This design comes from an exercise in tuning for small area, a short achievable clock period and few clock cycles per item on the open sky130 flow, not from production work.
Function was checked by simulation only, so behaviour that the tests miss may differ from the original.
Power and IR drop assume default switching activity.

## design/flow/config.mk

```make
export PLATFORM = sky130hd
export DESIGN_NAME = fxu
export DESIGN_NICKNAME = fxu
export VERILOG_FILES = /design/flow/design.v
export SDC_FILE = /design/flow/constraint.sdc
export NUM_CORES = 4
export LEC_CHECK = 0
export ABC_CLOCK_PERIOD_IN_PS = 3000
export CAP_MARGIN = 40
export CORE_MARGIN = 2
export CORE_UTILIZATION = 30
export PLACE_DENSITY = 0.45
export SLEW_MARGIN = 40
export TNS_END_PERCENT = 0
```

## design/flow/constraint.sdc

```tcl
create_clock -name core_clock -period 12.0 [get_ports {clk}]
set_input_delay 2.4000 -clock core_clock [delete_from_list [all_inputs] [get_ports {clk}]]
set_output_delay 2.4000 -clock core_clock [all_outputs]
set_load 0.01 [all_outputs]
```

## design/flow/design.v

```verilog
module fxu (
    input  wire        clk,
    input  wire        rst,           
    input  wire        in_valid,
    output reg         in_ready,
    input  wire [31:0] op_in,
    input  wire [64:0] a_in,
    input  wire [64:0] b_in,
    output reg         out_valid,
    output reg  [7:0]  code_out,      
    output reg  [64:0] r_out,         
    output reg         rs_out,        
    output reg  [6:0]  rw_out         
);
    localparam [7:0] C_OK      = 8'h00;
    localparam [7:0] C_RANGE   = 8'h01;
    localparam [7:0] C_DIVZERO = 8'h02;
    localparam [7:0] C_NEG     = 8'h03;
    localparam [7:0] C_WIDTH   = 8'h04;
    localparam [7:0] C_ILLEGAL = 8'h30;
    localparam [3:0] F_MAKE = 4'd0,  F_TOS = 4'd1,  F_TOU = 4'd2,  F_WIDEN = 4'd3,
                     F_NARROW = 4'd4, F_SHL = 4'd5, F_SHR = 4'd6,  F_ADD = 4'd7,
                     F_SUB = 4'd8,  F_MUL = 4'd9,  F_DIV = 4'd10, F_SQRT = 4'd11;
    localparam [4:0] S_IDLE = 5'd0,  S_EX   = 5'd1,  S_DAL_unused = 5'd2,  S_DIV  = 5'd3,
                     S_SQ   = 5'd4,  S_DN6  = 5'd5,  S_MUL  = 5'd6,  S_DN1  = 5'd7,
                     S_DN2  = 5'd8,  S_DN3  = 5'd9,  S_DN4  = 5'd10, S_DN5  = 5'd11,
                     S_DSU  = 5'd12, S_DQ1  = 5'd13, S_NEGR = 5'd14, S_SN1  = 5'd15,
                     S_SN2  = 5'd16, S_SN3  = 5'd17, S_MSW  = 5'd18,
                     S_ERR  = 5'd19, S_DPR  = 5'd21;
    localparam [1:0] A_HOLD = 2'd0, A_IN = 2'd1, A_T = 2'd2, A_ZERO = 2'd3;
    localparam [2:0] B_HOLD = 3'd0, B_IN = 3'd1, B_SH = 3'd2, B_SRF = 3'd3, B_SHL2 = 3'd4;
    localparam [2:0] R_HOLD = 3'd0, R_SRF = 3'd1, R_SH = 3'd2, R_T = 3'd3, R_QS = 3'd4,
                     R_MS = 3'd5, R_ZERO = 3'd6;
    reg [4:0]  state;
    reg [31:0] op_r;
    reg [64:0] a_r;
    reg [64:0] b_r;
    reg [6:0]  cnt;
    reg        prev;        
    reg        negq;        
    reg        multi_r;     
    reg [6:0]  weff_r;      
    wire [3:0] unit = op_r[31:28];
    wire [3:0] func = op_r[27:24];
    wire       sa   = op_r[23];
    wire [6:0] wa   = op_r[22:16];
    wire       sb   = op_r[15];
    wire [6:0] wb   = op_r[14:8];
    wire [6:0] n    = op_r[6:0];
    wire accept = in_valid && in_ready && !rst;
    function [64:0] hmask(input [6:0] w);
        integer i;
        begin
            for (i = 0; i < 65; i = i + 1)
                hmask[i] = (i >= w);
        end
    endfunction
    function fitsf(input [64:0] v, input s, input [6:0] w);
        reg [64:0] m;
        begin
            m = hmask(w);
            fitsf = ((v & m) == 65'd0) ||
                    (s && ((v | ~m) == {65{1'b1}}) && ((v & ~m) != 65'd0));
        end
    endfunction
    function [6:0] lzc64(input [63:0] x);
        reg [31:0] v1; reg [31:0] z1;
        reg [15:0] v2; reg [31:0] z2;
        reg [7:0]  v3; reg [23:0] z3;
        reg [3:0]  v4; reg [15:0] z4;
        reg [1:0]  v5; reg [9:0]  z5;
        reg        v6; reg [5:0]  z6;
        integer i;
        begin
            for (i = 0; i < 32; i = i + 1) begin
                v1[i] = x[2*i+1] | x[2*i];
                z1[i] = ~x[2*i+1];
            end
            for (i = 0; i < 16; i = i + 1) begin
                v2[i] = v1[2*i+1] | v1[2*i];
                z2[2*i +: 2] = v1[2*i+1] ? {1'b0, z1[2*i+1]} : {1'b1, z1[2*i]};
            end
            for (i = 0; i < 8; i = i + 1) begin
                v3[i] = v2[2*i+1] | v2[2*i];
                z3[3*i +: 3] = v2[2*i+1] ? {1'b0, z2[2*(2*i+1) +: 2]} : {1'b1, z2[2*(2*i) +: 2]};
            end
            for (i = 0; i < 4; i = i + 1) begin
                v4[i] = v3[2*i+1] | v3[2*i];
                z4[4*i +: 4] = v3[2*i+1] ? {1'b0, z3[3*(2*i+1) +: 3]} : {1'b1, z3[3*(2*i) +: 3]};
            end
            for (i = 0; i < 2; i = i + 1) begin
                v5[i] = v4[2*i+1] | v4[2*i];
                z5[5*i +: 5] = v4[2*i+1] ? {1'b0, z4[4*(2*i+1) +: 4]} : {1'b1, z4[4*(2*i) +: 4]};
            end
            v6 = v5[1] | v5[0];
            z6 = v5[1] ? {1'b0, z5[9:5]} : {1'b1, z5[4:0]};
            lzc64 = v6 ? {1'b0, z6} : 7'd64;
        end
    endfunction
    wire two_op = (func == F_ADD) || (func == F_SUB) || (func == F_MUL) || (func == F_DIV);
    reg legal;
    always @(*) begin
        legal = (unit == 4'd0) && (func <= F_SQRT) && (wa >= 7'd1) && (wa <= 7'd64);
        if (two_op && (wb < 7'd1 || wb > 7'd64)) legal = 1'b0;
        case (func)
            F_MAKE:   if (op_r[15:0] != 16'd0) legal = 1'b0;
            F_TOS:    if (op_r[15:0] != 16'd0 || sa) legal = 1'b0;
            F_TOU:    if (op_r[15:0] != 16'd0 || !sa) legal = 1'b0;
            F_WIDEN, F_NARROW, F_SHL, F_SHR:
                      if (op_r[15:7] != 9'd0) legal = 1'b0;
            F_ADD, F_SUB, F_MUL:
                      if (op_r[7:0] != 8'd0) legal = 1'b0;
            F_DIV:    if (op_r[7]) legal = 1'b0;
            F_SQRT:   if (op_r[15:7] != 9'd0 || sa) legal = 1'b0;
            default:  legal = 1'b0;
        endcase
    end
    wire       n_in_wa = (n >= 7'd1) && (n <= wa);
    wire a_fits = fitsf(a_r, sa, weff_r);
    wire b_fits = fitsf(b_r, sb, wb);
    wire [6:0] wmax = (wa > wb) ? wa : wb;
    wire [7:0] wa_n  = {1'b0, wa} + {1'b0, n};
    wire [7:0] wa_wb = {1'b0, wa} + {1'b0, wb};
    wire       n_bad = (n == 7'd0) || (n > 7'd64);
    wire       b_zero = (b_r == 65'd0);
    wire [6:0] lza = lzc64(a_r[63:0]);
    wire [6:0] lzb = lzc64(b_r[63:0]);
    wire [5:0] sq_k0 = 6'd32 - {1'b0, lza[6:1]};
    wire [5:0] sq_k  = (lza == 7'd64) ? 6'd1 : sq_k0;
    reg  [5:0] sqk_q;       
    reg        sq_first;    
    wire [7:0] dv_d = {1'b0, lzb} - {1'b0, lza};           
    reg  [7:0] dvd_q;                                       
    wire       dv_zero = dvd_q[7];
    wire       dv_cap = !dvd_q[7] && (dvd_q[6:0] > n);
    wire [6:0] dv_m1 = dv_cap ? n : dvd_q[6:0];
    reg [7:0] code_ex;
    reg       rs_ex;
    reg [6:0] rw_ex;
    always @(*) begin
        code_ex = C_OK;
        rs_ex   = sa;
        rw_ex   = wa;
        case (func)
            F_TOS:    rs_ex = 1'b1;
            F_TOU:    rs_ex = 1'b0;
            F_WIDEN:  rw_ex = n;
            F_NARROW: rw_ex = n;
            F_SHL:    rw_ex = wa_n[6:0];
            F_SHR:    rw_ex = wa - n;
            F_ADD:    begin rs_ex = sa | sb; rw_ex = wmax + 7'd1; end
            F_SUB:    begin rs_ex = 1'b1; rw_ex = (sa | sb) ? wmax + 7'd1 : wmax; end
            F_MUL:    begin rs_ex = sa | sb; rw_ex = wa_wb[6:0]; end
            F_DIV:    begin rs_ex = sa | sb; rw_ex = n; end
            F_SQRT:   begin rs_ex = 1'b0; rw_ex = n; end
            default:  ;
        endcase
        if (!legal)
            code_ex = C_ILLEGAL;
        else if (!a_fits)
            code_ex = C_RANGE;
        else if (two_op && !b_fits)
            code_ex = C_RANGE;
        else begin
            case (func)
                F_TOU:    if (a_r[64]) code_ex = C_NEG;
                F_WIDEN:  if (n < wa || n > 7'd64) code_ex = C_WIDTH;
                F_NARROW: if (!n_in_wa) code_ex = C_WIDTH;
                F_SHL:    if (wa_n > 8'd64) code_ex = C_WIDTH;
                F_SHR:    if (n >= wa) code_ex = C_WIDTH;
                F_ADD:    if (wmax == 7'd64) code_ex = C_WIDTH;
                F_SUB:    if ((sa | sb) && wmax == 7'd64) code_ex = C_WIDTH;
                F_MUL:    if (wa_wb > 8'd64) code_ex = C_WIDTH;
                F_DIV:    if (n_bad) code_ex = C_WIDTH;
                          else if (b_zero) code_ex = C_DIVZERO;
                F_SQRT:   if (n_bad) code_ex = C_WIDTH;
                default:  ;
            endcase
        end
    end
    wire ok_ex = (code_ex == C_OK);
    reg wfail_s;
    always @(*) begin
        case (func)
            F_TOU:    wfail_s = a_r[64];
            F_WIDEN:  wfail_s = (n < wa || n > 7'd64);
            F_NARROW: wfail_s = !n_in_wa;
            F_SHL:    wfail_s = (wa_n > 8'd64);
            F_SHR:    wfail_s = (n >= wa);
            F_ADD:    wfail_s = (wmax == 7'd64);
            F_SUB:    wfail_s = (sa | sb) && wmax == 7'd64;
            default:  wfail_s = 1'b0;
        endcase
    end
    wire ok_s = legal && a_fits && !(two_op && !b_fits) && !wfail_s;
    wire [3:0] f_in = op_in[27:24];
    wire multi_in = (f_in == F_MUL) || (f_in == F_DIV) || (f_in == F_SQRT) ||
                    (f_in == F_SHR && a_in[64]);
    wire [6:0] n_i  = op_in[6:0];
    wire [6:0] wa_i = op_in[22:16];
    wire [6:0] weff_i = (f_in == F_NARROW && n_i >= 7'd1 && n_i <= wa_i) ? n_i : wa_i;
    reg [1:0] sh_src;      
    reg       sh_dir;      
    reg [5:0] sh_amt;
    reg       add_inv;
    reg       add_dbl;
    reg       add_nz;      
    reg [64:0] sh_in, sh_x, sh_y, sh_out;
    integer k;
    always @(*) begin
        case (sh_src)
            2'd0:    sh_in = a_r;
            2'd1:    sh_in = b_r;
            default: sh_in = r_out;
        endcase
        for (k = 0; k < 65; k = k + 1)
            sh_x[k] = sh_dir ? sh_in[64-k] : sh_in[k];
        sh_y = sh_x << ((state == S_DPR) ? dv_m1[5:0] : sh_amt);
        for (k = 0; k < 65; k = k + 1)
            sh_out[k] = sh_dir ? sh_y[64-k] : sh_y[k];
    end
    wire [64:0] add_y = add_dbl ? {b_r[63:0], 1'b0} : b_r;
    wire [64:0] T     = a_r + (add_y ^ {65{add_inv}}) + {64'd0, add_inv};
    wire        take  = ~T[64];
    reg        sr_en, sr_den, sr_take, sr_odd;
    reg [5:0]  sr_j;
    reg [33:0] dec;
    reg [64:0] srf;
    always @(*) begin
        for (k = 0; k < 34; k = k + 1)
            dec[k] = sr_den && (k < 33) && (sr_j == k);
        for (k = 0; k < 33; k = k + 1)
            srf[2*k] = dec[k] ? sr_take : (dec[k+1] ? 1'b1 : ((k < 32) ? (b_r[2*k+1] & sr_en) : 1'b0));
        for (k = 0; k < 32; k = k + 1)
            srf[2*k+1] = dec[k+1] ? sr_odd : (b_r[2*k+2] & sr_en);
    end
    wire bz_all0 = (r_out[64:1] == 64'd0);
    wire bz_all1 = (r_out[64:1] == {64{1'b1}});
    wire mul_last = bz_all0 | bz_all1;
    wire mul_last_nx = (r_out[64:3] == 62'd0) | (r_out[64:3] == {62{1'b1}});
    wire a_last = (a_r[64:1] == 64'd0) | (a_r[64:1] == {64{1'b1}});
    function [2:0] booth(input b1, input b0, input bp);    
        booth = {~((b1 & b0 & bp) | (~b1 & ~b0 & ~bp)),
                 b1 & ~(b0 & bp),
                 (b1 & ~b0 & ~bp) | (~b1 & b0 & bp)};
    endfunction
    wire bd_nz = add_nz;
    reg [4:0] ns;        
    reg       to_err;    
    wire [4:0] ns_f = to_err ? S_ERR : ns;
    reg       rdy_n;
    reg       fin;
    reg [1:0] a_sel;
    reg [2:0] b_sel, r_sel;
    reg       wr_type;
    reg [7:0] code_n;
    reg       rs_n;
    reg [6:0] rw_n;
    reg       cnt_we;
    reg [6:0] cnt_n;
    reg       negq_we;
    always @(*) begin
        ns = state; to_err = 1'b0; rdy_n = 1'b0; fin = 1'b0;
        a_sel = A_HOLD; b_sel = B_HOLD; r_sel = R_HOLD;
        wr_type = 1'b0; code_n = C_OK; rs_n = 1'b0; rw_n = 7'd0;
        cnt_we = 1'b0; cnt_n = cnt; negq_we = 1'b0;
        sr_en = 1'b1; sr_den = 1'b0; sr_take = 1'b0; sr_odd = 1'b0; sr_j = cnt[5:0];
        case (state)
            S_IDLE: ;
            S_EX: begin
                wr_type = 1'b1;
                code_n  = code_ex;
                rs_n    = (ok_s || multi_r) ? rs_ex : 1'b0;
                rw_n    = (ok_s || multi_r) ? rw_ex : 7'd0;
                if (!multi_r) begin
                    fin = 1'b1; ns = S_IDLE;
                    if (!ok_s) r_sel = R_ZERO;
                    else if (func == F_ADD || func == F_SUB) r_sel = R_T;
                    else if (func == F_SHL || func == F_SHR) r_sel = R_SH;
                    else r_sel = R_SH;      
                end else begin
                    case (func)
                        F_MUL: begin
                            if (wb < wa) begin
                                r_sel = R_SH; ns = S_MSW;
                            end else begin
                                r_sel = R_SH; a_sel = A_ZERO; ns = S_MUL;
                                rdy_n = a_last;
                            end
                        end
                        F_SQRT: begin
                            b_sel = B_SRF; sr_en = 1'b0; sr_den = 1'b1;
                            sr_j = sq_k; cnt_we = 1'b1; cnt_n = {1'b0, sq_k} - 7'd1;
                            ns = S_SQ; rdy_n = (sq_k == 6'd1);
                        end
                        F_DIV: begin
                            negq_we = 1'b1;
                            if (a_r[64] || b_r[64]) ns = S_DN1;
                            else ns = S_DPR;
                        end
                        default: ns = S_SN1;    
                    endcase
                    if (!ok_ex) to_err = 1'b1;
                end
            end
            S_ERR: begin
                r_sel = R_ZERO; fin = 1'b1; ns = S_IDLE;
                wr_type = 1'b1; code_n = code_out;
                if (code_out == C_OK) begin rs_n = rs_out; rw_n = rw_out; end
            end
            S_DSU: ns = S_DPR;       
            S_DPR: begin
                cnt_we = 1'b1; cnt_n = dv_m1; to_err = dv_zero;
                b_sel = B_SH; r_sel = R_ZERO; ns = S_DIV;
                rdy_n = (dv_m1 == 7'd0) && !negq;
            end
            S_DIV: begin
                a_sel = A_T;            
                b_sel = B_SRF; r_sel = R_QS;
                cnt_we = 1'b1; cnt_n = cnt - 7'd1;
                rdy_n = (cnt == 7'd1) && !negq;
                if (cnt == 7'd0) begin
                    if (negq) ns = S_DQ1;
                    else begin fin = 1'b1; ns = S_IDLE; end
                end
                if (take && cnt >= n) begin
                    wr_type = 1'b1; code_n = C_RANGE;
                    to_err = 1'b1;
                end
            end
            S_DQ1: begin
                b_sel = B_SH; a_sel = A_ZERO; ns = S_NEGR; rdy_n = 1'b1;
            end
            S_NEGR: begin
                r_sel = R_T; fin = 1'b1; ns = S_IDLE;
            end
            S_SQ: begin
                if (sq_first && ({1'b0, sqk_q} > n)) begin
                    wr_type = 1'b1; code_n = C_RANGE; to_err = 1'b1;
                end
                a_sel = A_T;            
                b_sel = B_SRF; sr_den = 1'b1; sr_take = take; sr_odd = ~take;
                cnt_we = 1'b1; cnt_n = cnt - 7'd1;
                rdy_n = (cnt == 7'd1);
                if (cnt == 7'd0) begin
                    r_sel = R_SRF; fin = 1'b1; ns = S_IDLE;
                end
            end
            S_MSW: begin
                b_sel = B_SH; a_sel = A_ZERO; ns = S_MUL;
                rdy_n = mul_last;
            end
            S_MUL: begin
                if (bd_nz) a_sel = A_T;
                b_sel = B_SHL2;
                if (mul_last) begin
                    r_sel = bd_nz ? R_T : R_SH; fin = 1'b1; ns = S_IDLE;
                end else begin
                    r_sel = R_MS; rdy_n = mul_last_nx;
                end
            end
            S_DN1: begin r_sel = R_SH; a_sel = A_ZERO; ns = S_DN2; end
            S_DN2: begin a_sel = A_T; ns = S_DN3; end
            S_DN3: begin b_sel = B_SRF; sr_en = 1'b0; ns = S_DN4; end
            S_DN4: begin r_sel = R_T; b_sel = B_SH; a_sel = A_ZERO; ns = S_DN5; end
            S_DN5: begin a_sel = A_T; ns = S_DN6; end
            S_DN6: begin b_sel = B_SH; ns = S_DSU; end
            S_SN1: begin b_sel = B_SH; a_sel = A_ZERO; ns = S_SN2; end
            S_SN2: begin a_sel = A_T; ns = S_SN3; end
            S_SN3: begin
                b_sel = B_SH; a_sel = A_ZERO; ns = S_NEGR; rdy_n = 1'b1;
            end
            default: ns = S_IDLE;
        endcase
        if (ns == S_IDLE) rdy_n = 1'b1;
        if (accept) begin
            ns = S_EX; rdy_n = !multi_in;
            a_sel = A_IN; b_sel = B_IN;
        end
    end
    reg [1:0] src_n;
    reg       dir_n, inv_n, dbl_n, nz_n;
    reg [5:0] amt_n;
    reg [2:0] bd_n;
    always @(*) begin
        src_n = 2'd0; dir_n = 1'b0; amt_n = 6'd0; inv_n = 1'b0; dbl_n = 1'b0; nz_n = 1'b0;
        if (state == S_MUL)      bd_n = booth(r_out[3], r_out[2], r_out[1]);
        else if (state == S_MSW) bd_n = booth(r_out[1], r_out[0], 1'b0);
        else                     bd_n = booth(a_r[1], a_r[0], 1'b0);
        if (accept) begin
            inv_n = (f_in == F_SUB);
            dir_n = (f_in == F_SHR);
            amt_n = (f_in == F_SHL || f_in == F_SHR) ? op_in[5:0] : 6'd0;
            src_n = (f_in == F_MUL && op_in[14:8] < op_in[22:16]) ? 2'd1 : 2'd0;
        end else begin
            case (state)
                S_EX: begin
                    if (func == F_MUL && !(wb < wa)) begin
                        nz_n = bd_n[2]; inv_n = bd_n[1]; dbl_n = bd_n[0];
                    end
                    if (func == F_SQRT) inv_n = 1'b1;
                    if (func == F_DIV && !a_r[64] && !b_r[64]) src_n = 2'd1;
                end
                S_MSW, S_MUL: begin nz_n = bd_n[2]; inv_n = bd_n[1]; dbl_n = bd_n[0]; end
                S_DSU:  src_n = 2'd1;
                S_DPR:  inv_n = 1'b1;
                S_DIV:  begin inv_n = take; if (cnt == 7'd0) src_n = 2'd2; end
                S_SQ:   inv_n = take;
                S_DQ1, S_SN1, S_SN3: inv_n = 1'b1;
                S_DN1:  inv_n = b_r[64];
                S_DN4:  inv_n = r_out[64];
                S_DN3, S_DN5: src_n = 2'd2;
                S_SN2:  begin dir_n = 1'b1; amt_n = n[5:0]; end
                default: ;
            endcase
        end
    end
    always @(posedge clk) begin
        if (rst) begin
            state     <= S_IDLE;
            out_valid <= 1'b0;
            in_ready  <= 1'b1;
        end else begin
            state     <= ns_f;
            out_valid <= fin;
            in_ready  <= rdy_n;
        end
        if (accept) begin
            op_r    <= op_in;
            multi_r <= multi_in;
            weff_r  <= weff_i;
        end
        case (a_sel)
            A_IN:    a_r <= a_in;
            A_T:     a_r <= T;
            A_ZERO:  a_r <= 65'd0;
            default: ;
        endcase
        case (b_sel)
            B_IN:    b_r <= b_in;
            B_SH:    b_r <= sh_out;
            B_SRF:   b_r <= srf;
            B_SHL2:  b_r <= {b_r[62:0], 2'b00};
            default: ;
        endcase
        case (r_sel)
            R_SRF:   r_out <= srf;
            R_SH:    r_out <= sh_out;
            R_T:     r_out <= T;
            R_QS:    r_out <= {r_out[63:0], take};
            R_MS:    r_out <= {{2{r_out[64]}}, r_out[64:2]};
            R_ZERO:  r_out <= 65'd0;
            default: ;
        endcase
        if (wr_type) begin
            code_out <= code_n;
            rs_out   <= rs_n;
            rw_out   <= rw_n;
        end
        if (cnt_we)  cnt  <= cnt_n;
        dvd_q <= dv_d;
        sqk_q <= sq_k0;
        sq_first <= (state == S_EX);
        sh_src  <= src_n;
        sh_dir  <= dir_n;
        sh_amt  <= amt_n;
        add_inv <= inv_n;
        add_dbl <= dbl_n;
        add_nz  <= nz_n;
        if (negq_we) negq <= a_r[64] ^ b_r[64];
        if (state == S_EX) prev <= 1'b0;
        else if (state == S_MUL) prev <= r_out[1];
    end
endmodule
```

## design/flow/flow/run.sh

```bash
#!/bin/bash
# The standard layout, with timing repair aiming well below the 12 ns clock:
# repair_timing keeps going until every path has this much setup slack (or
# gives up), which shortens the achieved period. Ports are buffered with the
# smallest buffer, which repair may upsize. Everything else, including
# synthesis, is the standard flow.
set -euo pipefail
bash standard.sh SETUP_SLACK_MARGIN=8 "BUFFER_PORTS_ARGS=-buffer_cell sky130_fd_sc_hd__buf_1" finish > standard_flow.log 2>&1
```

## design/flow/standard.sh

```bash
#!/bin/bash
# synth_recipe.tcl (not shown) runs the flow's synth.tcl, then flattens the netlist and writes it again
# the make line also repeats each setting of config.mk as NAME=value (left out here)
make -C /OpenROAD-flow-scripts/flow DESIGN_CONFIG=/design/flow/config.mk WORK_HOME=/design/flow/orfs CLKGATE_MAP_FILE= SYNTH_SCRIPT=/design/flow/synth_recipe.tcl "${@:-finish}"
```

==> results of run 1 <==
-- worst max-delay path: stages, from the launching register on --
cell and delay (ps):
edfxtp_1 350, buf_4 260, nor2_1 550, a21oi_1 270, a2111o_1 480, nor4_2 410
nand4_1 260, nor4_4 270, o41ai_4 90, buf_6 170, nand4b_1 120, buf_6 140
o21ai_4 70, buf_12 180, a222oi_1 520, buf_4 270, a31oi_1 90
-- power by group through the flow --
stage          combinational, mW  sequential [mW]  clock [mW]
2_1_floorplan               4.58             1.85           0
3_3_place_gp                8.22             2.20           0
3_5_place_dp                8.25             2.18           0
4_1_cts                     9.15             2.09        1.36
5_1_grt                     10.0             2.10        1.39
6_report                    10.1             2.13        1.37
-- layer usage --
layer  track usage  routed length, um  vias to the layer above
met1         0.540             113000                    24900
met2         0.587             115000                     4590
met4         0.317              27800                       26
met3         0.219              47800                     1193
met5        0.0229                805                        -
li1              -                  -                    20100
-- cell families (layout without fill, tap and decap cells) --
| family | after synthesis | count (layout) |
|---|---|---|
| AO/OA/AOI/OAI | 1821 | 1822 |
| AND/OR/NAND/NOR | 1570 | 1570 |
| buffers and inverters | 614 | 933 |
| multiplexers | 383 | 383 |
| flip-flops | 289 | 289 |
| XOR/XNOR | 163 | 163 |
| adder cells (fa/ha/maj) | 151 | 151 |
| other | 1 | 28 |
-- worst max path at each step --
stage,cells after the start,to,slack [ps]
6_report,16,r_out[32],7140
5_1_grt,18,b_r[63],7110
4_1_cts,18,r_out[37],7360
3_5_place_dp,18,b_r[28],5420
3_3_place_gp,18,b_r[28],5520
2_1_floorplan,13,weff_r[0],7550
-- layout by cell type, fill, tap and decap left out, types with 60 or more instances in the layout --
cell type	count
mux2_2	72
nand2_1	412
inv_1	137
a21o_1	94
nor3_1	116
o22ai_1	74
a21oi_1	337
o21ai_0	286
a22o_1	78
mux4_2	68
xnor2_1	116
ha_1	137
mux2i_1	221
nor4_1	60
nand4_1	89
nor2_1	379
edfxtp_1	255
buf_1	243
o211ai_1	117
buf_4	344
nand3_1	133
-- through the flow --
stage          instances  hold slack [ps]  total power [mW]  utilization  setup slack, ps
2_1_floorplan       4994              502              6.43            -             7550
3_3_place_gp        6732              645              10.4        0.327             5520
3_5_place_dp        6737              647              10.4        0.329             5420
4_1_cts             7016              664              12.6        0.371             7360
5_1_grt             7060              729              13.5        0.377             7110
6_report            7081              668              13.5        0.377             7140
-- timing repair --
action | in CTS | in global routing
buffers inserted | 171 | 38
gates resized for setup | 462 | 54
pin swaps | 80 | 26
cloned | 27 | 1
setup endpoints to repair | 427 | 428
-- sequential cells by signal, summed over array words and instances, names as in the netlist, 7 cells and up --
signal	cells
weff_r	7
r_out	65
a_r	65
b_r	65
rw_out	7
cnt	7
op_r	32
dvd_q	8
-- cell type report --
cell class | instances | area, sq um
multi-input cells | 4092 | 30400
well taps | 1742 | 2180
clock buffers | 61 | 1160
inverters | 153 | 634
repair buffers | 699 | 5750
clock inverters | 20 | 231
fillers | 13700 | 80700
diodes | 25 | 62.6
flip-flops and latches | 289 | 8350
==> summary.md, run 1 <==
| Metric | Value |
|---|---|
| Status | complete, no violations |
| 1st-iter DRT viols | 8906 |
| Synth async-reset ratio | 0 |
| Relative slew slack | 0.263 |
| Simple-gate area share of the yosys netlist | 0.193 |
| Post-synth EDFFs | 255 |
| Cells after Synth | approximately 5000 |
| Global route total overflow | 0 |
| Comb power frac | 0.742 |
| Critical Path Start Type | register |
| Crit path from | op_r[8] |
| Total GRT Usage | 0.441 |
| Req. time, crit path | 12360 ps |
| Seq pwr share | 0.157 |
| Switching Share | 0.604 |
| Final number of setup-violating endpoints | 0 |
| Fin nets | ~5600 |
| Worst setup EP type | register |
| Synthesis-to-layout area growth | 24.9% |
| R2R Path End | r_out[32] |
| CTS tree | yes |
| Top post-synthesis cells by area | edfxtp_1, mux2i_1, a21oi_1 |
| Final WL | slightly above 300 mm |
| Switching Power | 8.18 mW |
| Max Slew Vio Count | 0 |
| VDD IR max | 0.206 mV |
| Syn Area/Cell | 7.83 sq um |
| Compound-cell area share of the yosys netlist | 0.323 |
| CTS H-tree depth | 2 |
| Worst skew pair latency | 690 ps |
| Worst r2r path cells | 16 |
| Ys Warns | 1 |
| Setup Skew | 88.6 ps |
| Static Leak | 18.0 nW |
| Die height | 365 um |
| Max_cap viols | 0 |
| Mux share of post-synthesis cell area | 0.122 |
| Tmin final | about 5000 ps |
| Top fanout value on the critical path | 43 |
| Area leader, netlist | edfxtp_1 |
| Setup CP Type | register to register |
| Synth top cells by count | nand2_1, nor2_1, a21oi_1, o21ai_0, clkbuf_1 |
| Post-Syn Area | 39100 sq um |
| Reg2reg setup slack | ~7000 ps |
| Dpl hpwl | 216 mm |
| Clock power share | 0.101 |
| DRT antenna net count | 0 |
| # IOs | 248 |
| Most used DFF post-synth | edfxtp_1 |
| # DRC | 0 |
| Register bit total from synthesis | slightly below 300 |
| Worst EP arrival | 5210 ps |
| Cell area after placement | 42600 sq um |
| Routability congestion estimate | 1.10 |
| I/O Buffers | 244 |
| Initial antenna violation count | 37 |
| Chip width | around 360 um |
| Fin. Hold Viols | 0 |
| Hold crit path type | register to register |
| Vias in the first global route | approximately 46000 |
| RSZ-0062 raised after global routing | true |
| Synth cell types | 107 |
| Num CTS Buffers | 44 |
| Min-Delay Path Depth | 2 |
| Die ar. | 133000 sq um |
| Most frequent cell after synthesis | nand2_1 |
| Avg WL per Cell | 43.1 um |
| Largest net degree at the start of global routing | 70 |
| Post-synth top area share | 0.196 |
| First-pass GRT wire length | 405 mm |
| Max frequency | 206 MHz |
| Core area | 129000 sq um |
| Fin area | just under 50000 sq um |
| CTS clk-pin slew, worst paths | 60 ps |
| P per Cell Area | 278 nW/um^2 |
| Crit Reg-Reg Startpoint | op_r[8] |
| Adder-cell share of the synthesized area | 0.0491 |
| Layout cells sized above 1 | 0.197 |
| Hold endpoint | sh_src[0] |
| XOR/XNOR share of the synthesized area | 0.0365 |
| Vias | 50700 |
| Internal | roughly 5.4 mW |
| TNS Setup | 0 ps |
| Via/cell ratio | 7.16 |
| CTS Root Cell | clkbuf_16 |
| Worst Hold Launch | state[1] |
| Hold buffer count at cts | 0 |
| Tightest Pin Transition | 1100 ps |
| Largest family of logic cells by synthesized area | compound AO/OA/AOI/OAI gates |
| FP Rows | 132 |
| Worst-case clock buffer depth | 3 |
| Period utilisation layout | 0.405 |
| Seq/Total Area, Yosys | 0.213 |
| Detailed Routing Iterations Pass 1 | 9 |
| Initial Utilization | 0.302 |
| CTS sink cnt | between 200 and 300 |
Testbench counts, summed over its fixed seeds: cycles 31,959, items 4,800.
==> run 2: changes to the inputs <==
--- a/design/flow/config.mk
+++ b/design/flow/config.mk
@@ -9,6 +9,6 @@
 export CAP_MARGIN = 40
 export CORE_MARGIN = 2
 export CORE_UTILIZATION = 30
-export PLACE_DENSITY = 0.45
+export PLACE_DENSITY = 0.55
 export SLEW_MARGIN = 40
 export TNS_END_PERCENT = 0
==> run 2 against run 1 <==
Sequential share of layout area rose by 0.20 points. Highest routed layer unchanged. Non-clock buffer count down 21. Clock-buffer cell count decreased by 16. Sequential power up 5%. Still clean. Maximum frequency decreased by 7.2%. Worst setup slack got worse by 380 ps. Combinational power down 5%. Wire length down 4.0%.
==> summary.md, run 2 <==
| Metric | Value |
|---|---|
| Die height | 365 um |
| Synth top cells by count | nand2_1, nor2_1, a21oi_1, o21ai_0, clkbuf_1 |
| Top flop regs | a_r (65), b_r (65), r_out (65) |
| Final number of setup-violating endpoints | 0 |
| Synth async-reset ratio | 0 |
| TNS Setup | 0 ps |
| RSZ-0062 raised after global routing | true |
| First-pass GRT wire length | 390 mm |
| Via/cell ratio | 7.31 |
| Post-Syn Area | 39100 sq um |
| Setup Skew | 23.6 ps |
| Design Power | 13.2 mW |
| Setup CP Type | register to register |
| Fin area | 48300 sq um |
| Num CTS Buffers | 40 |
| P per Cell Area | between 200 and 300 nW/um^2 |
| Most frequent cells in the layout | nand2_1, nor2_1, a21oi_1 |
| CTS Root Cell | clkbuf_16 |
| Layout cells sized above 1 | 0.188 |
| Final WL | 293 mm |
| Area leader, netlist | edfxtp_1 |
| Status | complete, no violations |
| VDD IR max | 0.142 mV |
| Total GRT Usage | 0.420 |
| I/O Buffers | 244 |
| # IOs | 248 |
| Critical Path Start Type | register |
| Vias in the first global route | roughly 46000 |
| Syn Area/Cell | 7.83 sq um |
| CTS tree | yes |
| R2R Path End | r_out[41] |
| Initial Utilization | 0.302 |
| Ys Warns | 1 |
| Detailed Routing Iterations Pass 1 | 17 |
| Reg2reg setup slack | a little under 7000 ps |
| Worst Slack Setup Final | between 6000 and 7000 ps |
| Max_cap viols | 0 |
| Initial antenna violation count | 28 |
| Dpl hpwl | roughly 200 mm |
| Avg WL per Cell | 41.6 um |
| Top fanout value on the critical path | 10 |
| Post-synth top area share | 0.196 |
| Period utilisation layout | 0.436 |
| Worst setup path endpoint | r_out[41] |
| Core area | 129000 sq um |
| 1st-iter DRT viols | 10900 |
| Cell area after placement | 42200 sq um |
| Die ar. | 133000 sq um |
| Worst skew pair latency | roughly 660 ps |
| Largest net degree at the start of global routing | 69 |
| Most common cell after layout, fill and taps aside | nand2_1 |
| Tmin final | roughly 5200 ps |
| Cells after Synth | 4992 |
| CTS clk-pin slew, worst paths | 60 ps |
| Req. time, crit path | ~12000 ps |
| Worst-case clock buffer depth | 3 |
| Chip width | 365 um |
| Post-synth EDFFs | about 260 |
| Global route total overflow | 0 |
| Top post-synthesis cells by area | edfxtp_1, mux2i_1, a21oi_1 |
| Register bit total from synthesis | 289 |
| CTS sink cnt | 289 |
| # DRC | 0 |
| Routability congestion estimate | 1.12 |
| Tightest Pin Transition | 1060 ps |
| Seq/Total Area, Yosys | 0.213 |
| Crit path from | r_out[35] |
| Max Slew Vio Count | 0 |
| Static Leak | 17.8 nW |
| Synth cell types | around 110 |
| Max frequency | 191 MHz |
| DRT antenna net count | 0 |
| CTS H-tree depth | 2 |
| Post-Place Setup Slack | 5420 ps |
| Vias | 51500 |
| Crit Reg-Reg Startpoint | r_out[35] |
| Synthesis-to-layout area growth | 23.5% |
| Worst EP arrival | 5580 ps |
| Most used DFF post-synth | edfxtp_1 |
| Fin nets | roughly 5600 |
| Fin. Hold Viols | 0 |
| FP Rows | 132 |
| Most frequent cell after synthesis | nand2_1 |
| Relative slew slack | 0.289 |
| Hold crit path type | register to register |
| Worst setup EP type | register |
| Fin util | 0.373 |
| Worst r2r path cells | 13 |
## run 2: worst min-delay path by stage
stage	startpoint	cells past startpoint	end	slack (ps)
4_1_cts	dvd_q[7]	2	state[1]	710
3_5_place_dp	dvd_q[7]	2	state[1]	660
6_report	in_ready	3	state[2]	710
5_1_grt	dvd_q[7]	2	state[1]	730
2_1_floorplan	dvd_q[7]	2	state[1]	500
3_3_place_gp	dvd_q[7]	2	state[1]	670
## run 2: per-layer routing
layer / wire [um] / up-vias / GRT usage
li1: - / 20000 / -
met4: 29300 / 42 / 0.310
met3: 53400 / 1401 / 0.231
met2: 106000 / 5429 / 0.544
met1: 103000 / 24600 / 0.508
met5: 976 / - / 0.0349
## run 2: cell families after synthesis
| family | count (synthesis) | synth area share |
|---|---|---|
| mux | 383 | 0.122 |
| buf+inv | 614 | 0.0624 |
| flops | 289 | 0.213 |
| fa+ha+maj | 151 | 0.0491 |
| other cells | 1 | 0.0000959 |
| simple gates | 1570 | 0.193 |
| compound gates | 1821 | 0.323 |
| xor+xnor | 163 | 0.0365 |
## run 2: area by class of cell
type / instances / area (sq um)
sequential: 289 / 8360
inverter: 153 / 628
antenna: 13 / 32.5
clock inverter: 26 / 249
tap: 1742 / 2180
fill: 13600 / 81200
clock buffer: 45 / 1060
multi-input combinational: 4098 / 30200
timing repair buffer: 678 / 5510
## run 2: repair_timing
item / in CTS / in global routing
endpoints found under the setup margin: 340 / 388
pin swaps: 66 / 20
hold buffers: 0 / 0
hold endpoints to repair: 0 / 0
gates resized for setup: 394 / 48
setup buffers: 208 / 15
cloned: 30 / 2
## run 2: stage by stage
step	std cells	hold slack (ps)
after floorplan	4994	502
after global placement	6698	666
after detailed placement	6701	660
after CTS	7010	705
after global routing	7033	725
final	7044	713
## run 2: critical path, cell delays in order (launching register included)
cell	delay [ps]
edfxtp_1	860
nand4_1	170
nor4_1	500
nand4_1	690
o22ai_2	480
inv_1	150
o21ai_0	290
nand3_1	150
nand2_1	140
o21ai_4	100
buf_12	160
buf_4	160
a222oi_1	840
a31oi_1	210
## run 2: power breakdown
group | leakage, nW | switching (mW) | internal, mW
combinational | 14.5 | 6.66 | 2.98
clock | 0.642 | 0.582 | 0.723
sequential | 2.67 | 0.672 | 1.57
==> run 3: changes to the inputs <==
--- a/design/flow/config.mk
+++ b/design/flow/config.mk
@@ -6,9 +6,9 @@
 export NUM_CORES = 4
 export LEC_CHECK = 0
 export ABC_CLOCK_PERIOD_IN_PS = 3000
-export CAP_MARGIN = 40
+export CAP_MARGIN = 20
 export CORE_MARGIN = 2
 export CORE_UTILIZATION = 30
-export PLACE_DENSITY = 0.55
-export SLEW_MARGIN = 40
+export PLACE_DENSITY = 0.45
+export SLEW_MARGIN = 20
 export TNS_END_PERCENT = 0
==> run 3 against run 2 <==
Highest routed layer unchanged. Worst setup slack improved by 170 ps. Sequential cell count unchanged. Global-route usage rose by 1.9 points. Non-clock buffer count fell by 21. Utilization fell by 0.11 points. Clock skew increased by 36 ps. Power grew 1.5%. Maximum frequency is 3.4% higher. Clock-buffer cell count rose by 14. Critical path depth stayed put. Cell area is 0.29% lower. Synthesized cell count is the same.
==> summary.md, run 3 <==
| Metric | Value |
|---|---|
| Status | complete, no violations |
| Area leader, netlist | edfxtp_1 |
| Synth cell types | 107 |
| Seq/Total Area, Yosys | 0.213 |
| Tmin final | just over 5000 ps |
| Die height | 365 um |
| Worst setup path endpoint | b_r[26] |
| Post-Syn Area | between 30000 and 40000 sq um |
| Initial Utilization | 0.302 |
| Synth async-reset ratio | 0 |
| Max Slew Vio Count | 0 |
| Cells after Synth | ~5000 |
| DRT antenna net count | 0 |
| Vias | about 50000 |
| Relative slew slack | 0.117 |
| Top post-synthesis cells by area | edfxtp_1, mux2i_1, a21oi_1 |
| Cell area after placement | 42300 sq um |
| Critical path cell sequence | buf_4 > inv_1 > o21ai_1 > mux4_2 > mux2i_1 > mux2i_2 > buf_4 > nor2_1 > o32ai_2 > o21ai_0 > o21ai_2 > mux2i_4 > o21ai_0 |
| Reg2reg setup slack | about 6900 ps |
| Tightest Pin Transition | around 1300 ps |
| Worst-case clock buffer depth | 3 |
| Hold Slack | between 600 and 700 ps |
| Slowest cell on the critical path | o21ai_1 |
| Via/cell ratio | 7.17 |
| Fin. Hold Viols | 0 |
| VDD IR max | 0.140 mV |
| Ys Warns | 1 |
| Vias in the first global route | approximately 46000 |
| # IOs | 248 |
| CTS Root Cell | clkbuf_16 |
| Period utilisation layout | 0.422 |
| CTS sink cnt | 289 |
| Crit path from | a_r[42] |
| Multi-input logic area | 30200 sq um |
| Req. time, crit path | 12470 ps |
| # fillers | 13600 |
| Most common cell after layout, fill and taps aside | nand2_1 |
| Setup Skew | 59.5 ps |
| Max_cap viols | 0 |
| Die ar. | 133000 sq um |
| Global route total overflow | 0 |
| R2R Path End | b_r[26] |
| Largest net degree at the start of global routing | 70 |
| Final number of setup-violating endpoints | 0 |
| Routability congestion estimate | between 1 and 1.5 |
| Post-synth EDFFs | 255 |
| Detailed Routing Iterations Pass 1 | 27 |
| Synth top cells by count | nand2_1, nor2_1, a21oi_1, o21ai_0, clkbuf_1 |
| Core area | 129000 sq um |
| Crit Reg-Reg Startpoint | a_r[42] |
| FP Rows | 132 |
| First-pass GRT wire length | 403 mm |
| P per Cell Area | 278 nW/um^2 |
| Hold crit path type | register to register |
| Max frequency | 198 MHz |
| Most frequent cell after synthesis | nand2_1 |
| Chip width | 365 um |
| Worst EP arrival | about 5500 ps |
| Post-Place Setup Slack | 5470 ps |
| Syn Area/Cell | 7.83 sq um |
| Design Power | approximately 13 mW |
| I/O Buffers | 244 |
| Static Leak | 17.7 nW |
| Top flop regs | a_r (65), b_r (65), r_out (65) |
| Post-synth top area share | 0.196 |
| RSZ-0062 raised after global routing | true |
| Critical Path Start Type | register |
| Synthesis-to-layout area growth | 23.1% |
| Dpl hpwl | 216 mm |
| CTS clk-pin slew, worst paths | 60 ps |
| Slowest stage delay, CP | 1050 ps |
| TNS Setup | 0 ps |
| Avg WL per Cell | 43.1 um |
| Initial antenna violation count | 33 |
| FF/Latch Area | 8350 sq um |
| Final WL | 304 mm |
| CTS tree | yes |
| Top fanout value on the critical path | 6 |
| Worst r2r path cells | 13 |
| Fin area | around 48000 sq um |
| Layout cells sized above 1 | 0.185 |
| Most frequent cells in the layout | nand2_1, nor2_1, a21oi_1 |
| Most used DFF post-synth | edfxtp_1 |
| Setup CP Type | register to register |
| Worst skew pair latency | 670 ps |
| Worst Slack Setup Final | 6940 ps |
| Worst setup EP type | register |
| Num CTS Buffers | 43 |
| CTS H-tree depth | 2 |
| 1st-iter DRT viols | between 9000 and 10000 |
| Register bit total from synthesis | 289 |
| Total GRT Usage | 0.439 |
| Fin nets | 5550 |
| # DRC | 0 |
[run 3: cell counts after synthesis]
No cell type changed its count.
[run 3: report_power, final]
group	leakage, nW	switching (mW)	internal, mW
registers	2.67	0.561	1.57
clock network	0.701	0.607	0.782
logic	14.3	6.95	2.92
[run 3: kinds of logic after synthesis]
family / synth area share
flip-flops: 0.213
multiplexers: 0.122
AND/OR/NAND/NOR: 0.193
other: 0.0000959
adder cells (fa/ha/maj): 0.0491
AO/OA/AOI/OAI: 0.323
buffers and inverters: 0.0624
XOR/XNOR: 0.0365
[run 3: worst min path at each step]
| stage | from | endpoint | slack [ps] | cells after the start |
|---|---|---|---|---|
| 6_report | state[1] | sh_src[0] | 700 | 2 |
| 5_1_grt | state[1] | sh_src[0] | 740 | 2 |
| 4_1_cts | state[1] | sh_src[0] | 690 | 2 |
| 3_5_place_dp | dvd_q[7] | state[1] | 650 | 2 |
| 3_3_place_gp | dvd_q[7] | state[1] | 640 | 2 |
| 2_1_floorplan | dvd_q[7] | state[1] | 500 | 2 |
[run 3: timing repair]
action                     CTS  global route
resized for setup          395            93
cloned                      22             2
setup endpoints to repair  426           422
pin swaps                   61            25
hold buffers                 0             0
setup buffers              136            36
[run 3: cell type report]
class | instances | area share
repair buffers | 657 | 0.110
diodes | 34 | 0.00177
flip-flops and latches | 289 | 0.174
clock inverters | 21 | 0.00447
clock buffers | 59 | 0.0253
well taps | 1742 | 0.0453
multi-input cells | 4093 | 0.627
inverters | 153 | 0.0129
[run 3: stage by stage]
stage               std cells   util
floorplan                4994      -
global placement         6732  0.327
detailed placement       6733  0.327
CTS                      6971  0.365
global route             7015  0.371
finish                   7048  0.372
[run 3: critical path: cells and delay by family, from the launching register on]
family          cells  cell delay (ps)
mux                 4             1430
flops               1              330
simple gates        1               40
compound gates      5             2440
buf+inv             3              600
[run 3: layer usage]
layer / track usage / vias up / wire [um]
li1: - / 20000 / -
met1: 0.533 / 24800 / 112000
met2: 0.585 / 4615 / 115000
met3: 0.228 / 1196 / 48400
met4: 0.312 / 30 / 27400
met5: 0.0280 / - / 874
==> run 4: changes to the inputs <==
--- a/design/flow/design.v
+++ b/design/flow/design.v
@@ -28,7 +28,8 @@
                      S_SN2  = 5'd16, S_SN3  = 5'd17, S_MSW  = 5'd18,
                      S_ERR  = 5'd19, S_DPR  = 5'd21;
     localparam [1:0] A_HOLD = 2'd0, A_IN = 2'd1, A_T = 2'd2, A_ZERO = 2'd3;
-    localparam [2:0] B_HOLD = 3'd0, B_IN = 3'd1, B_SH = 3'd2, B_SRF = 3'd3, B_SHL2 = 3'd4;
+    localparam [2:0] B_HOLD = 3'd0, B_IN = 3'd1, B_SH = 3'd2, B_SRF = 3'd3, B_SHL1 = 3'd4,
+                     B_SHL2 = 3'd5, B_SHL3 = 3'd6;
     localparam [2:0] R_HOLD = 3'd0, R_SRF = 3'd1, R_SH = 3'd2, R_T = 3'd3, R_QS = 3'd4,
                      R_MS = 3'd5, R_ZERO = 3'd6;
     reg [4:0]  state;
@@ -203,7 +204,7 @@
     reg       sh_dir;      
     reg [5:0] sh_amt;
     reg       add_inv;
-    reg       add_dbl;
+    reg       add_dbl;     
     reg       add_nz;      
     reg [64:0] sh_in, sh_x, sh_y, sh_out;
     integer k;
@@ -219,8 +220,7 @@
         for (k = 0; k < 65; k = k + 1)
             sh_out[k] = sh_dir ? sh_y[64-k] : sh_y[k];
     end
-    wire [64:0] add_y = add_dbl ? {b_r[63:0], 1'b0} : b_r;
-    wire [64:0] T     = a_r + (add_y ^ {65{add_inv}}) + {64'd0, add_inv};
+    wire [64:0] T     = a_r + (b_r ^ {65{add_inv}}) + {64'd0, add_inv};
     wire        take  = ~T[64];
     reg        sr_en, sr_den, sr_take, sr_odd;
     reg [5:0]  sr_j;
@@ -285,6 +285,7 @@
                                 r_sel = R_SH; ns = S_MSW;
                             end else begin
                                 r_sel = R_SH; a_sel = A_ZERO; ns = S_MUL;
+                                if (bd_n[0]) b_sel = B_SHL1;
                                 rdy_n = a_last;
                             end
                         end
@@ -352,7 +353,11 @@
             end
             S_MUL: begin
                 if (bd_nz) a_sel = A_T;
-                b_sel = B_SHL2;
+                case ({bd_n[0], add_dbl})
+                    2'b10:   b_sel = B_SHL3;
+                    2'b01:   b_sel = B_SHL1;
+                    default: b_sel = B_SHL2;
+                endcase
                 if (mul_last) begin
                     r_sel = bd_nz ? R_T : R_SH; fin = 1'b1; ns = S_IDLE;
                 end else begin
@@ -395,6 +400,7 @@
         end else begin
             case (state)
                 S_EX: begin
+                    if (func == F_MUL && (wb < wa)) amt_n = {5'd0, booth(b_r[1], b_r[0], 1'b0) & 3'b001};
                     if (func == F_MUL && !(wb < wa)) begin
                         nz_n = bd_n[2]; inv_n = bd_n[1]; dbl_n = bd_n[0];
                     end
@@ -440,7 +446,9 @@
             B_IN:    b_r <= b_in;
             B_SH:    b_r <= sh_out;
             B_SRF:   b_r <= srf;
+            B_SHL1:  b_r <= {b_r[63:0], 1'b0};
             B_SHL2:  b_r <= {b_r[62:0], 2'b00};
+            B_SHL3:  b_r <= {b_r[61:0], 3'b000};
             default: ;
         endcase
         case (r_sel)
==> design/flow/flow/run.sh (replaced) <==
#!/bin/bash
# The standard layout, with timing repair aiming well below the 12 ns clock:
# repair_timing keeps going until every path has this much setup slack (or
# gives up), which shortens the achieved period. Everything else, including
# synthesis, is the standard flow.
set -euo pipefail
bash standard.sh SETUP_SLACK_MARGIN=8 finish > standard_flow.log 2>&1
--- a/design/flow/config.mk
+++ b/design/flow/config.mk
@@ -6,9 +6,9 @@
 export NUM_CORES = 4
 export LEC_CHECK = 0
 export ABC_CLOCK_PERIOD_IN_PS = 3000
-export CAP_MARGIN = 20
+export CAP_MARGIN = 40
 export CORE_MARGIN = 2
 export CORE_UTILIZATION = 30
 export PLACE_DENSITY = 0.45
-export SLEW_MARGIN = 20
+export SLEW_MARGIN = 40
 export TNS_END_PERCENT = 0
==> run 4 against run 3 <==
Sequential cell count is the same. First-iteration DRC count grew 5.0%. Worst hold slack lost 160 ps. Non-clock buffer count grew 146. Critical path type unchanged. Critical endpoint is now r_out[35]. Largest cell class unchanged. Largest power group unchanged. Highest routed layer unchanged.
==> summary.md, run 4 <==
| Metric | Value |
|---|---|
| Status | complete, no violations |
| Worst Slack Setup Final | 7090 ps |
| Tightest Pin Transition | 952 ps |
| Initial Utilization | 0.303 |
| VDD IR max | 0.245 mV |
| # DRC | 0 |
| Critical Path Start Type | register |
| Slowest cell on the critical path | a21oi_1 |
| Max Slew Vio Count | 0 |
| Most frequent cell after synthesis | nand2_1 |
| Layout cells sized above 1 | 0.227 |
| Post-Place Setup Slack | 5290 ps |
| FP Rows | 131 |
| CTS H-tree depth | 2 |
| Hold buffer count at cts | 0 |
| Critical path cell sequence | buf_12 > nor3_1 > a32oi_1 > o21ai_0 > a32oi_1 > a31oi_1 > nor4_4 > a21oi_4 > nor3b_4 > a31o_4 > buf_12 > buf_16 > a21oi_1 > o22ai_1 |
| Area leader, netlist | edfxtp_1 |
| Setup CP Type | register to register |
| Post-synth top area share | 0.197 |
| Cell Count, Final, Fillers Out | 7212 |
| Ys Warns | 1 |
| RSZ-0062 raised after global routing | true |
| DRT antenna net count | 0 |
| Num CTS Buffers | 43 |
| Via/cell ratio | 7.24 |
| Setup Skew | 40.5 ps |
| Largest net degree at the start of global routing | 69 |
| Seq/Total Area, Yosys | 0.215 |
| Syn Area/Cell | 7.58 sq um |
| Static Leak | 19.5 nW |
| # IOs | 248 |
| Synth top cells by count | nand2_1, nor2_1, o21ai_0, a21oi_1, clkbuf_1 |
| Final WL | 313 mm |
| Top flop regs | a_r (65), b_r (65), r_out (65) |
| 1st-iter DRT viols | about 9500 |
| Avg WL per Cell | 43.5 um |
| First-pass GRT wire length | 418 mm |
| Req. time, crit path | 12360 ps |
| CTS clk-pin slew, worst paths | 60 ps |
| Worst EP arrival | 5280 ps |
| Slowest stage delay, CP | 740 ps |
| Most frequent cells in the layout | nand2_1, buf_4, nor2_1 |
| Tmin final | 4910 ps |
| TNS Setup | 0 ps |
| Top fanout value on the critical path | 36 |
| Die ar. | 132000 sq um |
| Dpl hpwl | 224 mm |
| Post-synth EDFFs | 255 |
| Relative slew slack | 0.363 |
| CTS sink cnt | a little under 300 |
| Register bit total from synthesis | 289 |
| Max_cap viols | 0 |
| Initial antenna violation count | 48 |
| Core area | 128000 sq um |
| Period utilisation layout | 0.410 |
| CTS tree | yes |
| Cells after Synth | 5116 |
| Chip width | roughly 360 um |
| Cell family with most CP delay | compound AO/OA/AOI/OAI gates |
| Total GRT Usage | 0.455 |
| I/O Buffers | roughly 240 |
| Routability congestion estimate | around 1.1 |
| Global route total overflow | 0 |
| Worst setup EP type | register |
| Synth async-reset ratio | 0 |
| Top post-synthesis cells by area | edfxtp_1, o21ai_0, a21oi_1 |
| P per Cell Area | 374 nW/um^2 |
| Post-Syn Area | 38800 sq um |
| Worst-case clock buffer depth | 3 |
| Vias in the first global route | 47800 |
| Cells after DPL | 6785 |
| Fin nets | 5807 |
| Detailed Routing Iterations Pass 1 | 12 |
| Most common cell after layout, fill and taps aside | nand2_1 |
| Hold crit path type | register to register |
| Worst skew pair latency | around 660 ps |
| Synth cell types | between 100 and 150 |
| Max frequency | between 200 and 250 MHz |
| CTS Root Cell | clkbuf_16 |
| Synthesis-to-layout area growth | 33.9% |
| Crit path buf inv count | 3 |
| Fin. Hold Viols | 0 |
| Die height | 364 um |
| Vias | 52200 |
| Final number of setup-violating endpoints | 0 |
| Most used DFF post-synth | edfxtp_1 |
## run 4: cell types whose count changed in the layout (fill, tap and decap cells not counted), moves of 37 or more
cell,change
xor2_1,+52
o211ai_1,-39
a21oi_1,+37
clkdlybuf4s50_1,+239
buf_1,-244
mux4_2,-39
xnor2_1,-65
o21ai_0,+90
mux2i_1,-99
nand3_1,-38
buf_4,+115
## run 4: repair_timing
item | 4_1_cts | 5_1_grt
cloned | 37 | 2
resized for setup | 712 | 74
endpoints found under the setup margin | 491 | 364
pin swaps | 102 | 34
buffers inserted | 248 | 38
## run 4: logic make-up after synthesis
group	Yosys count	share of synthesized area
mux	278	0.0830
compound gates	2003	0.350
xor+xnor	161	0.0364
buf+inv	613	0.0651
simple gates	1622	0.201
fa+ha+maj	149	0.0488
other cells	1	0.0000967
flops	289	0.215
## run 4: layout make-up
type | count | area, sq um
Antenna cell | 20 | 50.0
Clock buffer | 53 | 1120
Clock inverter | 25 | 280
Fill cell | 13100 | 75900
Inverter | 142 | 552
Multi-Input combinational cell | 4218 | 31300
Sequential cell | 289 | 8350
Tap cell | 1662 | 2080
Timing Repair Buffer | 803 | 8180
## run 4: stage by stage
stage	power, mW	instance area [sq um]	util	hold WS [ps]
final	19.4	51900	0.406	537
after global routing	19.3	51900	0.406	592
after CTS	18.1	51200	0.400	541
after detailed placement	15.1	43600	0.341	550
after global placement	15.2	43200	0.338	561
after floorplan	8.63	38800	-	547
## run 4: final timing paths
path	from	endpoint	slack (ps)	depth (start not counted)
worst min-delay path	in_ready	state[0]	540	2
worst min register to register	in_ready	state[0]	540	2
worst max register to register	weff_r[2]	r_out[35]	7090	14
worst max-delay path	weff_r[2]	r_out[35]	7090	14
## run 4: power by group
group | internal (mW) | switching [mW] | leakage [nW] | total, mW
clock network | 0.775 | 0.615 | 0.671 | 1.39
logic | 4.72 | 10.9 | 16.1 | 15.6
registers | 1.76 | 0.647 | 2.70 | 2.41
total | 7.26 | 12.1 | 19.5 | 19.4
## run 4: worst min-delay path: stages, from the launching register on
cell     delay [ps]
dfxtp_1         330
nand2_2          90
a31oi_1          70
## run 4: routing by layer
metal	part of all wire	track usage	vias up	routed length, um
met5	0.0014	0.0142	-	435
met4	0.081	0.298	37	25400
met3	0.14	0.189	1232	44700
met2	0.40	0.638	4685	125000
met1	0.38	0.566	25600	118000
li1	-	-	20600	-
Testbench counts of run 4, summed over its fixed seeds: cycles 31,959, items 4,800.
==> run 5: changes to the inputs <==
==> design/flow/flow/run.sh (replaced) <==
#!/bin/bash
# The standard layout, with timing repair aiming well below the 12 ns clock:
# repair_timing keeps going until every path has this much setup slack (or
# gives up), which shortens the achieved period. Ports are buffered with the
# smallest buffer, which repair may upsize. Everything else, including
# synthesis, is the standard flow.
set -euo pipefail
bash standard.sh SETUP_SLACK_MARGIN=8 "BUFFER_PORTS_ARGS=-buffer_cell sky130_fd_sc_hd__buf_1" finish > standard_flow.log 2>&1
==> run 5 against run 4 <==
Die area is the same. Largest power group unchanged. Sequential share of layout area grew 1.5 points. Largest cell class unchanged. Non-clock buffer count down 148.
==> summary.md, run 5 <==
| Metric | Value |
|---|---|
| Initial antenna violation count | 36 |
| Post-synth EDFFs | around 260 |
| Dpl hpwl | ~230 mm |
| Total GRT Usage | 0.442 |
| Most used DFF post-synth | edfxtp_1 |
| Most frequent cell after synthesis | nand2_1 |
| Top post-synthesis cells by area | edfxtp_1, o21ai_0, a21oi_1 |
| TNS Setup | 0 ps |
| Syn Area/Cell | 7.58 sq um |
| Most frequent cells in the layout | nand2_1, nor2_1, o21ai_0 |
| Tmin final | 5110 ps |
| Synth cell types | 110 |
| Static Leak | between 15 and 20 nW |
| Switching Power | roughly 12 mW |
| Final number of setup-violating endpoints | 0 |
| Vias | 50900 |
| DRT antenna net count | 0 |
| Hold crit path type | register to register |
| Seq pwr share | 0.130 |
| Period utilisation layout | 0.426 |
| Global route total overflow | 0 |
| RSZ-0062 raised after global routing | true |
| Most common cell after layout, fill and taps aside | nand2_1 |
| CTS tree | yes |
| Via/cell ratio | 7.20 |
| Post-Place Setup Slack | 5760 ps |
| Max_cap viols | 0 |
| VDD IR max | 0.260 mV |
| Setup CP Type | register to register |
| Die ar. | 132000 sq um |
| Vias in the first global route | 45600 |
| Setup Skew | 47.5 ps |
| Ys Warns | 1 |
| Initial Utilization | 0.303 |
| # fillers | 13500 |
| Fin area | 47500 sq um |
| Cells after Synth | 5116 |
| Die height | around 360 um |
| Cells after DPL | 6792 |
| Max Slew Vio Count | 0 |
| Worst skew pair latency | 680 ps |
| Worst-case clock buffer depth | 3 |
| Fin nets | 5660 |
| Register bit total from synthesis | approximately 290 |
| First-pass GRT wire length | 405 mm |
| CTS H-tree depth | 2 |
| Seq/Total Area, Yosys | 0.215 |
| Routability congestion estimate | 1.10 |
| Largest net degree at the start of global routing | 84 |
| Area leader, netlist | edfxtp_1 |
| I/O Buffers | 244 |
| Worst setup EP type | register |
| Design Power | approximately 18 mW |
| Post-synth top area share | 0.197 |
| Cell area after placement | around 42000 sq um |
| Switching Share | 0.638 |
| Num CTS Buffers | 43 |
| Detailed Routing Iterations Pass 1 | 12 |
| Max frequency | 196 MHz |
| P per Cell Area | 389 nW/um^2 |
| # IOs | 248 |
| Relative slew slack | 0.243 |
| Post-Syn Area | 38800 sq um |
| Status | complete, no violations |
| Clock power share | 0.073 |
| Internal | 6.69 mW |
| Core area | 128000 sq um |
| Hold buffer count at cts | 0 |
| Worst Slack Setup Final | 6890 ps |
| Hold Slack | 571 ps |
| FP Rows | 131 |
| Tightest Pin Transition | 1130 ps |
| Synth async-reset ratio | 0 |
| Comb power frac | 0.797 |
| Worst EP arrival | around 5600 ps |
| Req. time, crit path | 12470 ps |
| Synthesis-to-layout area growth | 22.4% |
| Top fanout value on the critical path | 39 |
| CTS sink cnt | 289 |
| CTS Root Cell | clkbuf_16 |
| Chip width | ~360 um |
| Critical Path Start Type | register |
| Cell Count, Final, Fillers Out | 7068 |
| Fin util | 0.371 |
| CTS clk-pin slew, worst paths | approximately 60 ps |
| 1st-iter DRT viols | 9621 |
| Final WL | 305 mm |
| Top flop regs | a_r (65), b_r (65), r_out (65) |
| # DRC | 0 |
| Avg WL per Cell | approximately 43 um |
| Layout cells sized above 1 | 0.184 |
| Fin. Hold Viols | 0 |
| Synth top cells by count | nand2_1, nor2_1, o21ai_0, a21oi_1, clkbuf_1 |
run 5: cell counts after synthesis:
No cell type changed its count.
run 5: path summary, 6_finish.rpt:
kind              from   endpoint  slack [ps]  cells after the start
min           in_ready   state[0]         570                      2
max reg2reg  weff_r[4]  r_out[44]        6890                     13
min reg2reg   in_ready   state[0]         570                      2
max          weff_r[4]  r_out[44]        6890                     13
run 5: logic make-up (layout without fill, tap and decap cells):
logic type,Yosys count,count (layout),synth area share
mux,278,278,0.0830
buf+inv,613,874,0.0651
compound gates,2003,2005,0.350
fa+ha+maj,149,149,0.0488
other cells,1,27,0.0000967
simple gates,1622,1623,0.201
flops,289,289,0.215
xor+xnor,161,161,0.0364
run 5: critical path: stages (launching register included):
cell       delay (ps)
edfxtp_1          370
buf_8             310
inv_1             270
o21ai_0           570
o22a_1            230
o2111ai_1         160
or4_1             610
nor3_2            260
a21oi_4           160
or4b_4            600
a21oi_2           170
clkbuf_8          320
o211ai_1          490
a31oi_1           350
run 5: power groups by stage:
stage          clock network, mW  logic (mW)  registers (mW)
5_1_grt                     1.38        14.7            2.38
4_1_cts                     1.35        13.6            2.34
3_3_place_gp                   0        12.5            2.58
3_5_place_dp                   0        12.4            2.58
6_report                    1.36        14.7            2.40
2_1_floorplan                  0        6.49            2.15
run 5: timing repair:
action                                  in CTS  in global routing
endpoints found under the setup margin     377                375
pin swaps                                   62                 17
resized for setup                          418                 87
buffers inserted                           136                 21
gates cloned                                16                  0
run 5: metal layers:
| metal | wire (um) | track usage | vias to the layer above | part of all wire |
|---|---|---|---|---|
| li1 | - | - | 20300 | - |
| met1 | 117000 | 0.561 | 25000 | 0.38 |
| met2 | 120000 | 0.617 | 4415 | 0.39 |
| met3 | 43800 | 0.189 | 1111 | 0.14 |
| met4 | 23600 | 0.263 | 34 | 0.077 |
| met5 | 307 | 0 | - | 0.0010 |
run 5: layout make-up:
cell class / instances / area [sq um] / share of cell area
multi-input cells: 4219 / 30300 / 0.639
repair buffers: 655 / 4740 / 0.0998
clock buffers: 49 / 1110 / 0.0234
flip-flops and latches: 289 / 8350 / 0.176
well taps: 1662 / 2080 / 0.0438
diodes: 24 / 60.1 / 0.00127
inverters: 142 / 549 / 0.0116
clock inverters: 28 / 267 / 0.00562

## static timing again, ports no longer ideal
The flow's constraints put no driver on any port. The routed layouts listed below were extracted and timed again, unchanged, in two steps. Step 1, drivers: a clkbuf_16 drives clk and a buf_2 each remaining input, both assumed. Step 2 also shifts input and output timing later by t, the mid clock arrival at the registers, as if the neighbouring blocks saw the same clock. Three values: no drivers, after step 1, after step 2; two values: the first two.
| run | shift t [ns] | setup slack, ns | worst register clock-pin slew, ns | worst data-port slew with drivers (ns) | pins driven straight from the clock port |
|---|---|---|---|---|---|
| run 1 | 0.734 | 7.143 / 7.143 / 6.634 | 0.07 / 0.07 | 0.12 | 1 |
| run 2 | 0.720 | 6.766 / 6.766 / 6.497 | 0.07 / 0.07 | 0.08 | 1 |
| run 3 | 0.734 | 6.937 / 6.937 / 6.470 | 0.07 / 0.07 | 0.12 | 1 |
| run 4 | 0.719 | 7.086 / 7.086 / 6.681 | 0.07 / 0.07 | 0.10 | 1 |
| run 5 | 0.735 | 6.892 / 6.892 / 6.449 | 0.07 / 0.07 | 0.11 | 1 |
After both steps setup and hold are still met in every run listed. The setup slack of run 1, which loses most, moves by 0.000 ns with the drivers and by -0.509 ns with both steps.
